Context: an optimization exercise on an open-source flow, tuned for small area and a short achievable clock period. The choices shown serve that exercise and are no tape-out recipe. Only simulation tests tie the RTL to the original design; equivalence was not proved. No driver is modelled on the clock port, so clocking that relies on it looks cheaper here than on a real chip. Power is estimated from default activity; no workload was simulated.

## frame_rx
module frame_rx (
    input  wire        clk,
    input  wire        rst,           
    input  wire        in_valid,
    input  wire [7:0]  in_byte,
    output reg         pl_valid,      
    output wire [7:0]  pl_byte,
    output reg         fr_valid,      
    output reg  [2:0]  fr_status,
    output wire [7:0]  fr_ver,
    output wire [7:0]  fr_type,
    output wire [7:0]  fr_seq,
    output wire [15:0] fr_len
);
For scale: roughly 440 cells after synthesis, roughly 120 flip-flops, ~64 I/O pins.
Settings: LEC_CHECK=0, CAP_MARGIN=20, CORE_MARGIN=2, CORE_UTILIZATION=40, PLACE_DENSITY=0.6, SETUP_SLACK_MARGIN=3.0, SLEW_MARGIN=20; clock period 5.0 ns.
standard.sh (not shown) runs the stock make flow with config.mk's settings and CLKGATE_MAP_FILE= SYNTH_SCRIPT=/design/flow/synth_recipe.tcl, a recipe that flattens the netlist after the stock synthesis.
==> flow/flow/run.sh <==
#!/bin/bash
# Standard layout (the standard.sh, standard synthesis unchanged), with
# the port buffers inserted as the smallest buffer cell, and clock tree
# synthesis without dummy balancing loads. Every tool's output goes to
# standard.log.
bash standard.sh "BUFFER_PORTS_ARGS=-buffer_cell sky130_fd_sc_hd__buf_1" \
  "CTS_ARGS=-sink_clustering_enable -repair_clock_nets -dont_use_dummy_load -buf_list sky130_fd_sc_hd__clkbuf_8 -sink_clustering_size 30" \
  finish > standard.log 2>&1
The starting point produced a clean layout.
Rerun with:
--- a/flow/config.mk
+++ b/flow/config.mk
@@ -10,2 +10,2 @@
-export CORE_UTILIZATION = 40
-export PLACE_DENSITY = 0.6
+export CORE_UTILIZATION = 60
+export PLACE_DENSITY = 0.75
Hold slack gets worse by 0.0063 ns.
Count of clock-buffer cells in the layout stays the same.
Die area fell by 32%.
Total power fell by 0.62%.
Clock power is about the same.
Global-route usage rose by 8.3 points.
Rerun with:
--- a/flow/flow/run.sh
+++ b/flow/flow/run.sh
@@ -7,2 +7,2 @@
-  "CTS_ARGS=-sink_clustering_enable -repair_clock_nets -dont_use_dummy_load -buf_list sky130_fd_sc_hd__clkbuf_8 -sink_clustering_size 30" \
-  finish > standard.log 2>&1
+  "CTS_ARGS=-sink_clustering_enable -repair_clock_nets -dont_use_dummy_load -buf_list sky130_fd_sc_hd__clkbuf_4 -sink_clustering_size 30" \
+  RECOVER_POWER=50 finish > standard.log 2>&1
--- a/flow/config.mk
+++ b/flow/config.mk
@@ -10,2 +10,2 @@
-export CORE_UTILIZATION = 60
-export PLACE_DENSITY = 0.75
+export CORE_UTILIZATION = 40
+export PLACE_DENSITY = 0.6
Effect: Via count is lower by 2.1%; routed wire length barely changes; core utilization is lower by 24 points; sequential power stays flat.
Rerun with:
--- a/flow/flow/run.sh
+++ b/flow/flow/run.sh
@@ -8 +8 @@
-  RECOVER_POWER=50 finish > standard.log 2>&1
+  RECOVER_POWER=100 finish > standard.log 2>&1
The changed run produced a layout that fails on capacitance limit, slew limit.
Power is lower by about 1.4%.
Wire length is higher by 0.32%.
Global-route usage does not change.
Sequential share of layout area is higher by 1.1 points.
Worst setup slack loses 0.15 ns.
Critical path depth is lower by 2.
Fmax is lower by 4.5%.
Worst hold slack hardly moves.
Sequential cell count does not change.
Via count is higher by about 0.4%.
Utilization is lower by 1.0 points.

* * *

== lagoon ==
frame_rx, a different RTL version from the one above (not shown whole).
Size: roughly 420 cells after synthesis, about 120 flip-flops, ~64 I/O pins, roughly 0.0055 mm^2 of cells after synthesis.
==> flow/design.v (excerpt) <==
module frame_rx (
    input  wire        clk,
    input  wire        rst,           
    input  wire        in_valid,
    input  wire [7:0]  in_byte,
    output reg         pl_valid,      
    output wire [7:0]  pl_byte,
    output reg         fr_valid,      
    output reg  [2:0]  fr_status,
    output wire [7:0]  fr_ver,
    output wire [7:0]  fr_type,
    output wire [7:0]  fr_seq,
    output wire [15:0] fr_len
);
==> flow/config.mk <==
export PLATFORM = sky130hd
export DESIGN_NAME = frame_rx
export DESIGN_NICKNAME = frame_rx
export VERILOG_FILES = /design/flow/design.v
export SDC_FILE = /design/flow/constraint.sdc
export NUM_CORES = 4
export LEC_CHECK = 0
export CAP_MARGIN = 20
export CORE_MARGIN = 2
export CORE_UTILIZATION = 40
export PLACE_DENSITY = 0.6
export SETUP_SLACK_MARGIN = 2.9
export SLEW_MARGIN = 20
export SYNTH_HIERARCHICAL = 1
export SYNTH_MINIMUM_KEEP_SIZE = 0
==> flow/constraint.sdc <==
create_clock -name core_clock -period 5.0 [get_ports {clk}]
set_input_delay 1.0000 -clock core_clock [delete_from_list [all_inputs] [get_ports {clk}]]
set_output_delay 1.0000 -clock core_clock [all_outputs]
set_load 0.01 [all_outputs]
==> flow/flow/run.sh <==
#!/bin/bash
# Standard layout (the standard.sh, standard synthesis unchanged) with:
#  - the port buffers inserted as the smallest buffer cell;
#  - a one-level clock tree built by flow/manual_cts.tcl before clock tree
#    synthesis (the clock port drives four buffers, each driving a quarter of
#    the registers).
# Every tool's output goes to standard.log.
here=$(pwd)
bash standard.sh "BUFFER_PORTS_ARGS=-buffer_cell sky130_fd_sc_hd__buf_1" \
  "PRE_CTS_TCL=$here/flow/manual_cts.tcl" \
  finish > standard.log 2>&1
==> flow/flow/manual_cts.tcl <==
# Clock tree, sourced before ORFS's clock tree synthesis (PRE_CTS_TCL).
# The clock port drives four clock buffers; each drives the clock pins of a
# quarter of the registers, split by their placed position (two halves by x,
# each split in two by y), and sits at their centroid. Every register's clock
# passes through exactly one buffer, so all arrive together. TritonCTS then
# finds no unbuffered clock net and leaves the tree as it is.
set cts_buf sky130_fd_sc_hd__clkbuf_16
if { [info exists ::env(MANUAL_CTS_BUF)] } { set cts_buf $::env(MANUAL_CTS_BUF) }
set block [ord::get_db_block]
set clknet [[$block findBTerm clk] getNet]
set sinks {}
foreach it [$clknet getITerms] {
  set inst [$it getInst]
  set loc [$inst getLocation]
  lappend sinks [list [lindex $loc 0] [lindex $loc 1] "[$inst getName]/[[$it getMTerm] getName]"]
}
puts "manual_cts: [llength $sinks] clock sinks, buffer $cts_buf"
set xs [lsort -integer -index 0 $sinks]
set half [expr {[llength $xs] / 2}]
set groups {}
foreach g [list [lrange $xs 0 [expr {$half - 1}]] [lrange $xs $half end]] {
  set ys [lsort -integer -index 1 $g]
  set h [expr {[llength $ys] / 2}]
  lappend groups [lrange $ys 0 [expr {$h - 1}]]
  lappend groups [lrange $ys $h end]
}
set dbu [$block getDbUnitsPerMicron]
set k 0
foreach g $groups {
  set sx 0
  set sy 0
  set pins {}
  foreach s $g {
    incr sx [lindex $s 0]
    incr sy [lindex $s 1]
    lappend pins [sta::find_pin [lindex $s 2]]
  }
  set cx [expr {double($sx) / [llength $g] / $dbu}]
  set cy [expr {double($sy) / [llength $g] / $dbu}]
  insert_buffer -buffer_cell $cts_buf -net [$clknet getName] -load_pins $pins \
    -location [list $cx $cy] -buffer_name clkbuf_m$k -net_name clknet_m$k
  puts "manual_cts: clkbuf_m$k drives [llength $g] sinks at ($cx, $cy)"
  incr k
}
foreach n [$block getNets] {
  if { [string match clknet_m* [$n getName]] } { $n setSigType CLOCK }
}
$clknet setSigType CLOCK
detailed_placement
set_propagated_clock [all_clocks]
The following lists how cedar was set up differently from lagoon:
Settings: SYNTH_MINIMUM_KEEP_SIZE: 0 -> unset; SETUP_SLACK_MARGIN: 2.9 -> 3.2; SYNTH_HIERARCHICAL: 1 -> unset.
Findings:
cedar ended with more worst hold slack than lagoon.
Timing, DRC, antenna: 0 failures across lagoon and cedar
cedar vs. lagoon: register-to-register slack went down by 0.04 ns.
Per the comparison of cedar with lagoon, post-place instance area saw little to no change; area added between synthesis and finish now sits higher; maximum fanout along the worst path shrank by 2.
Changes in maple relative to cedar:
Settings: setting SYNTH_MINIMUM_KEEP_SIZE to 0 for the first time; setting SYNTH_HIERARCHICAL to 1 for the first time.
--- outcome ---
Both conditions hold for maple: the flow ran to the end and the final layout passed the timing, DRC and antenna checks. Row sequential share of layout area: maple lower / cedar higher. A critical path startpoint of in_valid is what maple shows, while in_byte[4] belongs to cedar. Where first-pass GRT wire length is concerned, cedar is better than maple. Min compound-gate portion of the synthesized area across maple and cedar: cedar. Detailed-route via count, maple vs cedar: up slightly. Of the two candidates, cedar has the better tightest hold margin and maple the worse one.

* * *

quartz:
The RTL this note starts from:
==> flow/design.v <==
module frame_rx (
    input  wire        clk,
    input  wire        rst,           
    input  wire        in_valid,
    input  wire [7:0]  in_byte,
    output reg         pl_valid,      
    output wire [7:0]  pl_byte,
    output reg         fr_valid,      
    output reg  [2:0]  fr_status,
    output wire [7:0]  fr_ver,
    output wire [7:0]  fr_type,
    output wire [7:0]  fr_seq,
    output wire [15:0] fr_len
);
    localparam [7:0]  SYNC = 8'hA5;
    localparam [16:0] WCNT_PRE = 17'h0788F;
    localparam [2:0] ST_OK        = 3'd0;
    localparam [2:0] ST_TOO_SHORT = 3'd1;
    localparam [2:0] ST_TRUNCATED = 3'd2;
    localparam [2:0] ST_OVERFLOW  = 3'd3;
    localparam [2:0] ST_BAD_SYNC  = 3'd4;
    localparam [2:0] ST_BAD_LEN   = 3'd5;
    localparam [2:0] ST_BAD_CRC   = 3'd6;
    function [15:0] crc_step;
        input [15:0] acc_in;
        input [7:0]  b;
        reg   [15:0] acc;
        integer      k;
        begin
            acc = acc_in ^ {b, 8'h00};
            for (k = 0; k < 8; k = k + 1) begin
                if (acc[15])
                    acc = {acc[14:0], 1'b0} ^ 16'h1021;
                else
                    acc = {acc[14:0], 1'b0};
            end
            crc_step = acc;
        end
    endfunction
    reg        first;      
    reg        is_code;    
    reg [7:0]  rem;
    reg        zpend;      
    reg [16:0] wcnt;       
    reg        full;       
    reg        ovf;        
    reg [3:0]  cnt;        
    reg [15:0] pl_left;    
    reg        pl_zero;    
    reg [1:0]  tail;       
    reg        sync_ok;    
    reg [7:0]  d_ver, d_type, d_seq, d_len_lo, d_len_hi;
    reg [7:0]  b1;         
    reg [15:0] crc;        
    reg        crc_ok;     
    wire        in_z_hi, in_z_lo, in_z_31;
    frx_nor4 u_z_hi (.a(in_byte[7:4]), .y(in_z_hi));
    frx_nor4 u_z_lo (.a(in_byte[3:0]), .y(in_z_lo));
    frx_nor3 u_z_31 (.a(in_byte[3:1]), .y(in_z_31));
    wire        in_hz     = in_z_hi && in_z_31;    
    wire        in_nz     = !(in_z_hi && in_z_lo);
    wire [7:0]  in_xnor_crc;                       
    genvar gi;
    generate
        for (gi = 0; gi < 8; gi = gi + 1) begin : g_eq
            frx_xnor2 u_x (.a(in_byte[gi]), .b(crc[8+gi]), .y(in_xnor_crc[gi]));
        end
    endgenerate
    wire        in_ne_lo, in_ne_hi, in_eq_crc;     
    frx_nand4 u_ne_lo (.a(in_xnor_crc[3:0]), .y(in_ne_lo));
    frx_nand4 u_ne_hi (.a(in_xnor_crc[7:4]), .y(in_ne_hi));
    frx_nor2  u_eq    (.a(in_ne_lo), .b(in_ne_hi), .y(in_eq_crc));
    wire        take     = in_valid && (first || !full);
    wire        dec_cond = is_code ? (!first && zpend) : 1'b1;
    wire        dec_wr   = in_valid && dec_cond;
    wire [7:0]  dec_byte = is_code ? 8'h00 : in_byte;
    wire        hdr_done = (cnt >= 4'd6);
    wire        in_pl    = hdr_done && !pl_zero;
    assign pl_byte = b1;
    assign fr_ver  = d_ver;
    assign fr_type = d_type;
    assign fr_seq  = d_seq;
    assign fr_len  = {d_len_hi, d_len_lo};
    reg  [2:0]  verdict;
    always @(*) begin
        if (first)                         verdict = ST_TOO_SHORT;
        else if (ovf)                      verdict = ST_OVERFLOW;
        else if (!is_code)                 verdict = ST_TRUNCATED;
        else if (cnt != 4'd8)              verdict = ST_TOO_SHORT;
        else if (!sync_ok)                 verdict = ST_BAD_SYNC;
        else if (!pl_zero || tail != 2'd2) verdict = ST_BAD_LEN;
        else if (!crc_ok)                  verdict = ST_BAD_CRC;
        else                               verdict = ST_OK;
    end
    always @(posedge clk) begin
        if (rst) begin
            first    <= 1'b1;
            is_code  <= 1'b1;
            pl_valid <= 1'b0;
            fr_valid <= 1'b0;
        end else begin
            pl_valid <= dec_wr && in_nz && !full && in_pl;
            fr_valid <= in_valid && !in_nz;
            if (in_valid) begin
                first   <= !in_nz;
                is_code <= !in_nz || (is_code ? in_hz : (rem == 8'd2));
            end
        end
    end
    always @(posedge clk) begin
        fr_status <= verdict;
        if (in_valid)
            rem <= is_code ? in_byte : rem - 8'd1;
        if (take) begin
            wcnt <= first ? 17'd0 : {wcnt[15:0], ~(wcnt[16] ^ wcnt[13])};
            full <= !first && (wcnt == WCNT_PRE);
        end
        if (in_valid)
            ovf <= !first && (ovf || full);
        if (in_valid && is_code)
            zpend <= (in_byte != 8'hFF);
        if (in_valid && first)
            cnt <= 4'd0;
        else if (dec_wr && cnt != 4'd8)
            cnt <= cnt + 4'd1;
        case (cnt)
            4'd0: sync_ok  <= !is_code && (in_byte == SYNC);
            4'd1: d_ver    <= dec_byte;
            4'd2: d_type   <= dec_byte;
            4'd3: d_seq    <= dec_byte;
            4'd4: d_len_lo <= dec_byte;
            4'd5: d_len_hi <= dec_byte;
            default: ;
        endcase
        if (dec_wr) begin
            b1     <= dec_byte;
            crc_ok <= (is_code ? (crc[15:8] == 8'd0) : in_eq_crc) &&
                      (crc[7:0] == b1);
            if (cnt < 4'd2)
                crc <= 16'hFFFF;
            else
                crc <= crc_step(crc, b1);
            if (cnt == 4'd5) begin
                pl_left <= {dec_byte, d_len_lo};
                pl_zero <= is_code && (d_len_lo == 8'd0);
                tail    <= 2'd0;
            end else if (in_pl) begin
                pl_left <= pl_left - 16'd1;
                pl_zero <= (pl_left == 16'd1);
            end else if (hdr_done && tail != 2'd3) begin
                tail <= tail + 2'd1;
            end
        end
    end
endmodule
module frx_nor4 (
    input  wire [3:0] a,
    output wire       y
);
    assign y = ~|a;
endmodule
module frx_nor3 (
    input  wire [2:0] a,
    output wire       y
);
    assign y = ~|a;
endmodule
module frx_xnor2 (
    input  wire a,
    input  wire b,
    output wire y
);
    assign y = a ~^ b;
endmodule
module frx_nand4 (
    input  wire [3:0] a,
    output wire       y
);
    assign y = ~&a;
endmodule
module frx_nor2 (
    input  wire a,
    input  wire b,
    output wire y
);
    assign y = ~(a | b);
endmodule
clock: 5.0 ns
lec_check: 0
cap_margin: 20
core_margin: 2
core_utilization: 40
place_density: 0.6
setup_slack_margin: 3.0
slew_margin: 20
synth_hierarchical: 1
synth_minimum_keep_size: 0
Scripts as last shown in full above: flow/flow/run.sh, flow/flow/manual_cts.tcl
Input-level comparison between raven and quartz:
# quartz
export LEC_CHECK = 0
export CAP_MARGIN = 20
export CORE_MARGIN = 2
export CORE_UTILIZATION = 40
export PLACE_DENSITY = 0.6
export SETUP_SLACK_MARGIN = 3.0
export SLEW_MARGIN = 20
export SYNTH_HIERARCHICAL = 1
export SYNTH_MINIMUM_KEEP_SIZE = 0
create_clock -name core_clock -period 5.0 [get_ports {clk}]
# raven
export LEC_CHECK = 0
export CAP_MARGIN = 20
export CORE_MARGIN = 2
export CORE_UTILIZATION = 55
export PLACE_DENSITY = 0.7
export SETUP_SLACK_MARGIN = 3.15
export SLEW_MARGIN = 20
export SYNTH_HIERARCHICAL = 1
export SYNTH_MINIMUM_KEEP_SIZE = 0
create_clock -name core_clock -period 5.0 [get_ports {clk}]
## What came out
Detailed-route wire length per cell: raven vs quartz up about 4.4%. Going from quartz to raven, worst-skew pair later-pin latency ~0 delta, number of non-filler instances in the completed layout -about 1.8%, total stage count of the critical path +1, power +1.5%.
diff inputs: raven => nickel
# raven
export LEC_CHECK = 0
export CAP_MARGIN = 20
export CORE_MARGIN = 2
export CORE_UTILIZATION = 55
export PLACE_DENSITY = 0.7
export SETUP_SLACK_MARGIN = 3.15
export SLEW_MARGIN = 20
export SYNTH_HIERARCHICAL = 1
export SYNTH_MINIMUM_KEEP_SIZE = 0
create_clock -name core_clock -period 5.0 [get_ports {clk}]
# nickel
export LEC_CHECK = 0
export CAP_MARGIN = 20
export CORE_MARGIN = 2
export CORE_UTILIZATION = 40
export PLACE_DENSITY = 0.6
export SETUP_SLACK_MARGIN = 3.1
export SLEW_MARGIN = 20
export SYNTH_HIERARCHICAL = 1
export SYNTH_MINIMUM_KEEP_SIZE = 0
create_clock -name core_clock -period 5.0 [get_ports {clk}]
### Flow results
- Per the comparison of nickel with raven, number of detailed-routing iterations run before antenna repair up 1, power lower.
- From raven to nickel the numbers moved as follows: combinational power decreased 11%, data arrival time of the worst path essentially unchanged, final number of max-transition violations essentially unchanged, count of inserted tapcells increased about 32%.
- nickel vs. raven: power density over the cells went up 2.8%; final worst-path setup slack went down 11 ps.
- raven reports its end of the critical path as pl_left[8] while nickel reports pl_left[2].
diff inputs: nickel => harbor
# nickel
export LEC_CHECK = 0
export CAP_MARGIN = 20
export CORE_MARGIN = 2
export CORE_UTILIZATION = 40
export PLACE_DENSITY = 0.6
export SETUP_SLACK_MARGIN = 3.1
export SLEW_MARGIN = 20
export SYNTH_HIERARCHICAL = 1
export SYNTH_MINIMUM_KEEP_SIZE = 0
create_clock -name core_clock -period 5.0 [get_ports {clk}]
# harbor
export LEC_CHECK = 0
export CAP_MARGIN = 20
export CORE_MARGIN = 2
export CORE_UTILIZATION = 55
export PLACE_DENSITY = 0.7
export SETUP_SLACK_MARGIN = 3.1
export SLEW_MARGIN = 20
export SYNTH_HIERARCHICAL = 1
export SYNTH_MINIMUM_KEEP_SIZE = 0
export TNS_END_PERCENT = 30
create_clock -name core_clock -period 5.0 [get_ports {clk}]
[summary]
Taking nickel as the reference, in harbor fraction of power consumed by the clock network lower; die area lower.
Diff harbor and nickel: relative slew slack higher in nickel
Re hold slack: nickel was lower than harbor.
Edits applied to the flow inputs when going from harbor to violet:
# harbor
export LEC_CHECK = 0
export CAP_MARGIN = 20
export CORE_MARGIN = 2
export CORE_UTILIZATION = 55
export PLACE_DENSITY = 0.7
export SETUP_SLACK_MARGIN = 3.1
export SLEW_MARGIN = 20
export SYNTH_HIERARCHICAL = 1
export SYNTH_MINIMUM_KEEP_SIZE = 0
export TNS_END_PERCENT = 30
create_clock -name core_clock -period 5.0 [get_ports {clk}]
# violet
export LEC_CHECK = 0
export CAP_MARGIN = 20
export CORE_MARGIN = 2
export CORE_UTILIZATION = 65
export PLACE_DENSITY = 0.8
export SETUP_SLACK_MARGIN = 3.1
export SLEW_MARGIN = 20
export SYNTH_HIERARCHICAL = 1
export SYNTH_MINIMUM_KEEP_SIZE = 0
create_clock -name core_clock -period 5.0 [get_ports {clk}]
violet packs its core tighter than harbor.
The capture point of the critical path comes out pl_left[15] in one run and is_code in the other, namely in violet and harbor respectively.
Critical path's slowest cell = sky130_fd_sc_hd__nor4_2: harbor; critical path's slowest cell = sky130_fd_sc_hd__nor2b_2: violet
Comparing harbor and violet, number of rows in the core area is lower on violet.
[violet] number of cells on the worst reg-to-reg path rose 1 relative to harbor
What sierra does differently from violet at the input level:
# violet
export LEC_CHECK = 0
export CAP_MARGIN = 20
export CORE_MARGIN = 2
export CORE_UTILIZATION = 65
export PLACE_DENSITY = 0.8
export SETUP_SLACK_MARGIN = 3.1
export SLEW_MARGIN = 20
export SYNTH_HIERARCHICAL = 1
export SYNTH_MINIMUM_KEEP_SIZE = 0
create_clock -name core_clock -period 5.0 [get_ports {clk}]
# sierra
export LEC_CHECK = 0
export CAP_MARGIN = 20
export CORE_MARGIN = 2
export CORE_UTILIZATION = 55
export PLACE_DENSITY = 0.7
export SETUP_SLACK_MARGIN = 3.1
export SLEW_MARGIN = 20
export SYNTH_HIERARCHICAL = 1
export SYNTH_MINIMUM_KEEP_SIZE = 0
create_clock -name core_clock -period 5.0 [get_ports {clk}]
sierra went all the way through synthesis, placement and routing and the layout is clean on timing, DRC and antenna.
When sierra is measured against violet, its transition time at the pin with the least slew margin turns out 6.3 ps higher.
Summary of sierra over violet: y dimension of the die shows an increase of about 8%, combinational power share shows an increase of 0.2 points, die footprint shows an increase of 1600 sq um.
Diff violet -> sierra: final critical-path required period ~0 delta; via count went down.

[separate check: timing with driven ports]
How much do the figures lean on ideal ports? The routed layouts below were timed once more, with nothing changed but the port constraints. Step 1: set_driving_cell puts a clkbuf_16 on clk and a buf_2 on each other input, an assumption about the parent block. Step 2 times the ports against the registers' clock, not the clock port: input delays grow and output delays shrink by t, the midpoint of the rising clock arrivals with the driver on. a / b / c = ideal / step 1 / step 2; a / b = the first two.
run	shift t [ns]	setup WS [ns]	hold slack, ns	slew at the worst register clock pin (ns)
the first run of note 1	0.458	2.946 / 2.924 / 2.467	0.529 / 0.529 / 0.529	0.07 / 0.07
the second run of note 1	0.443	2.932 / 2.926 / 2.483	0.523 / 0.523 / 0.523	0.07 / 0.07
the third run of note 1	0.543	1.753 / 1.767 / 1.223	0.523 / 0.523 / 0.523	0.10 / 0.10
the fourth run of note 1	0.547	1.602 / 1.615 / 1.068	0.522 / 0.522 / 0.522	0.10 / 0.10
lagoon	0.254	3.010 / 3.060 / 2.815	0.534 / 0.534 / 0.534	0.12 / 0.12
cedar	0.259	2.778 / 2.825 / 2.566	0.543 / 0.543 / 0.543	0.12 / 0.12
maple	0.252	3.141 / 3.130 / 2.910	0.529 / 0.529 / 0.529	0.12 / 0.12
quartz	0.257	3.005 / 3.069 / 2.812	0.528 / 0.528 / 0.528	0.12 / 0.12
raven	0.251	3.164 / 3.091 / 2.940	0.583 / 0.583 / 0.583	0.11 / 0.11
nickel	0.252	3.153 / 3.079 / 2.919	0.528 / 0.528 / 0.528	0.12 / 0.12
harbor	0.251	3.107 / 3.078 / 2.917	0.576 / 0.576 / 0.576	0.11 / 0.11
violet	0.251	3.146 / 3.080 / 2.951	0.535 / 0.535 / 0.535	0.12 / 0.12
sierra	0.251	3.144 / 3.080 / 2.951	0.580 / 0.580 / 0.580	0.11 / 0.11
The setup slack of the fourth run of note 1, which loses most, moves by +0.013 ns with the drivers and by -0.534 ns with both steps.
